This design comes from an exercise in tuning for a short achievable clock period and few clock cycles on the open sky130 flow, not from production work. At most, simulation tests tie the RTL to the original design; equivalence was not proved. Power is estimated from default activity; no workload was simulated.

v23:
Design smbus_engine, start of the top module:
module smbus_engine #(
    parameter CAP      = 48,    
    parameter FE_DELAY = 2      
) (
    input  wire        clk,
    input  wire        rst,
    input  wire        cmd_valid,
    output wire        cmd_ready,
    input  wire [7:0]  cmd_op,
    input  wire [3:0]  cmd_bus,
    input  wire [7:0]  cmd_addr,
    input  wire [7:0]  cmd_byte,
    input  wire [15:0] cmd_val16,
    input  wire [7:0]  cmd_t,
    input  wire [1:0]  cmd_datw,
    input  wire [1:0]  cmd_datr,
    input  wire        cmd_ed,
    input  wire        cfg_fast,
    input  wire [4:0]  cfg_nbus,
    input  wire [7:0]  cfg_max_retries,
    output wire        res_valid,
    output wire [3:0]  res_code,
    output wire [15:0] res_val,
    output wire [8:0]  res_size,
    output wire [8:0]  res_entry,
    output wire [7:0]  res_attempt,
    output wire        ev_valid,
    output wire [1:0]  ev_kind,
    output wire [1:0]  ev_reg,
    output wire [31:0] ev_wdata,
    input  wire        ev_ready,
    input  wire [31:0] ev_rdata,
    output wire [5:0]  buf_addr,
    output wire        buf_we,
    output wire [7:0]  buf_wdata,
    input  wire [7:0]  buf_rdata
);
Size: about 1400 cells after synthesis, ~310 flip-flops, about 220 I/O pins.
clock: 5.0 ns
lec_check: 0
abc_clock_period_in_ps: 1500
cap_margin: 20
core_margin: 2
core_utilization: 40
cts_cluster_diameter: 80
cts_cluster_size: 20
place_density: 0.6
setup_slack_margin: 3.4
slew_margin: 20
run.sh (not shown) runs the stock make flow with config.mk's settings and CLKGATE_MAP_FILE= SYNTH_SCRIPT=/design/flow/synth_recipe.tcl, a recipe that flattens the netlist after the stock synthesis.
Testbench counts of v23, summed over its fixed seeds: cycles 61,597.
--- input diff v23..v7 ---
- clearing CTS_CLUSTER_SIZE, which used to be 20
- clearing CTS_CLUSTER_DIAMETER, which used to be 80
[summary]
Every stage of the flow completed for v23, and the final layout passed the timing, design-rule and antenna checks. v7 has completed all stages; timing, DRC and antenna checks passed. Relative contribution of the clock network to total power in v7 is 10 points above v23. Delta (v7 minus v23): routing usage on met3 rose 1.8 points; cell leakage power increased 3.5%.

========
## oak
Another version of the RTL of smbus_engine (not shown whole).
Size in the first run: roughly 1600 cells after synthesis, ~220 I/O pins, roughly 16000 um2 of cells after synthesis.
Settings: LEC_CHECK=0, CAP_MARGIN=20, CORE_MARGIN=2, CORE_UTILIZATION=40, PLACE_DENSITY=0.6, SLEW_MARGIN=20; clock period 5.0 ns.
Testbench counts of oak, summed over its fixed seeds: cycles 61,126.
> inputs changed (oak -> pine)
- setting SETUP_SLACK_MARGIN to 2.8 for the first time
- setting ABC_CLOCK_PERIOD_IN_PS to 2000 for the first time
--- outcome ---
Count of input and output buffers: pine vs oak, no meaningful difference. Between oak and pine, the layout net count is higher for pine. The detailed-route via count in pine is 1.11 times that in oak. pine: full flow OK, the timing, design-rule and antenna checks passed. On placer's final routability congestion estimate: between oak and pine, it ends up higher for oak. oak tops out at a lower clock frequency than pine. Where register-to-register slack is concerned, oak is outperformed by pine. Compared pine vs oak, and flip-flop and latch share of the layout cell area is down in pine. Sort oak and pine by switching power total, ascending, and oak comes first. Area of all placed cells without fillers (pine over oak): increase, about 18%.

========
== main ==
smbus_engine, a different RTL version from the one above (not shown whole).
Size in the first run: about 1400 cells after synthesis, ~310 flip-flops, about 220 I/O pins, about 14000 µm² of cells after synthesis.
clock: 5.0 ns
lec_check: 0
abc_clock_period_in_ps: 1500
cap_margin: 20
core_margin: 2
core_utilization: 40
place_density: 0.6
setup_slack_margin: 3.2
slew_margin: 20
For the feature branch, these inputs were changed with respect to main:
--- a/flow/config.mk
+++ b/flow/config.mk
@@ -11,4 +11,4 @@
 export CORE_UTILIZATION = 40
 export PLACE_DENSITY = 0.6
-export SETUP_SLACK_MARGIN = 3.2
+export SETUP_SLACK_MARGIN = 3.4
 export SLEW_MARGIN = 20
### Flow results
- Clock buffer count from CTS sits higher in the feature branch than in main.
- The feature branch: met3 global-route usage is 0.71 points higher than what main reported.
- Compared with main, in the feature branch number of sequential cells neither gained nor lost much; global-route wire length before repair went up.
- Against main, the feature branch comes in 0.2 points lower on sequential cell fraction of total power.
- Looking at aggregate routed wire length, the feature branch sits about 6.5% above main.
- The net switching fraction of the power in the feature branch sits 0.67 points above the value recorded for main.
- Summary of the comparison: power share of the combinational group is higher in the feature branch, relative to main.
- Comparing the feature branch and main, time the worst path needs with I/O delays and setup is higher on the feature branch.
- Changes observed in the feature branch relative to main: setup slack -0.0040 ns; total via count after detailed routing shows an increase of about 6%.
No run of this note included a check of the RTL's function; only the layout flow was run.

========
== exp/maple ==
smbus_engine, a different RTL version from the one above (not shown whole).
Size in the first run: ~1200 cells after synthesis, about 300 flip-flops, roughly 220 I/O pins, ~14000 sq um of cells after synthesis.
Settings: LEC_CHECK=0, ABC_CLOCK_PERIOD_IN_PS=2000, CAP_MARGIN=20, CORE_MARGIN=2, CORE_UTILIZATION=40, PLACE_DENSITY=0.6, SETUP_SLACK_MARGIN=2.8, SLEW_MARGIN=20; clock period 5.0 ns.
Testbench counts of exp/maple, summed over its fixed seeds: cycles 61,126.
The inputs of exp/garnet differ from those of exp/maple as listed below.
Settings: ABC_CLOCK_PERIOD_IN_PS: 2000 -> 1500; SETUP_SLACK_MARGIN: 2.8 -> 3.4.
exp/garnet vs. exp/maple: sequential share of layout area saw a decrease, vias after detailed routing saw an increase, setup slack after layout saw a decrease. Compare exp/maple and exp/garnet | internal power component lower: exp/maple. In exp/garnet, time the worst path needs with I/O delays and setup is higher than in exp/maple. NOTE: total number of cells along the worst setup path in exp/garnet falls short of that of exp/maple. Post-layout total power deteriorates in exp/garnet relative to exp/maple. Depth of the most critical reg-to-reg path (lower): exp/garnet.

========
smbus_engine, a different RTL version from the one above (not shown whole).
Size in the first run: ~300 flip-flops, ~220 I/O pins, about 16000 um^2 of cells after synthesis.
Settings: LEC_CHECK=0, ABC_CLOCK_PERIOD_IN_PS=1500, CAP_MARGIN=20, CORE_MARGIN=2, CORE_UTILIZATION=40, PLACE_DENSITY=0.6, SETUP_SLACK_MARGIN=3.3, SLEW_MARGIN=20; clock period 5.0 ns.
The baseline completed without violations.
Testbench counts at the start, summed over its fixed seeds: cycles 61,126.
==> next run, changes <==
Settings changed: ABC_CLOCK_PERIOD_IN_PS 1500 to 2000, SETUP_SLACK_MARGIN 3.3 to 2.8.
The changed run finished clean.
Hold slack stays flat.
Area after synthesis does not change.
Clock-buffer cell count is unchanged.
Cell count is lower by 8.9%.
Cell area is lower by 17%.

## static timing again, ports no longer ideal
In the flow no input, the clock included, has a driving cell. The finished layouts below were timed again as built, in two steps. Step 1 sets driving cells, clkbuf_16 on the clock port and buf_2 on the other inputs (assumed; they add their load-dependent delay and slew). Step 2 adds t to the input delays and takes it off the output delays; t is the mean of the earliest and latest rising clock arrival at the registers after step 1. Input paths then give back, and output paths get back, about the clock's delay inside the block. Slacks: ideal ports / drivers / drivers and shift; pairs: ideal ports / drivers.
| run | t (ns) | setup slack, ns | pins driven straight from the clock port |
|---|---|---|---|
| v23 | 0.583 | 2.962 / 2.907 / 2.553 | 1 |
| v7 | 0.565 | 2.994 / 2.943 / 2.534 | 1 |
| oak | 0.621 | 1.051 / 1.082 / 0.461 | 1 |
| pine | 0.565 | 2.351 / 2.360 / 1.795 | 1 |
| main | 0.573 | 2.992 / 2.938 / 2.402 | 1 |
| the feature branch | 0.575 | 2.988 / 2.931 / 2.442 | 1 |
| exp/maple | 0.559 | 2.751 / 2.752 / 2.193 | 1 |
| exp/garnet | 0.568 | 2.685 / 2.717 / 2.150 | 1 |
| the first run of note 5 | 0.581 | 2.732 / 2.729 / 2.161 | 1 |
| the second run of note 5 | 0.575 | 2.721 / 2.730 / 2.155 | 1 |
After both steps every run listed still meets setup and hold.
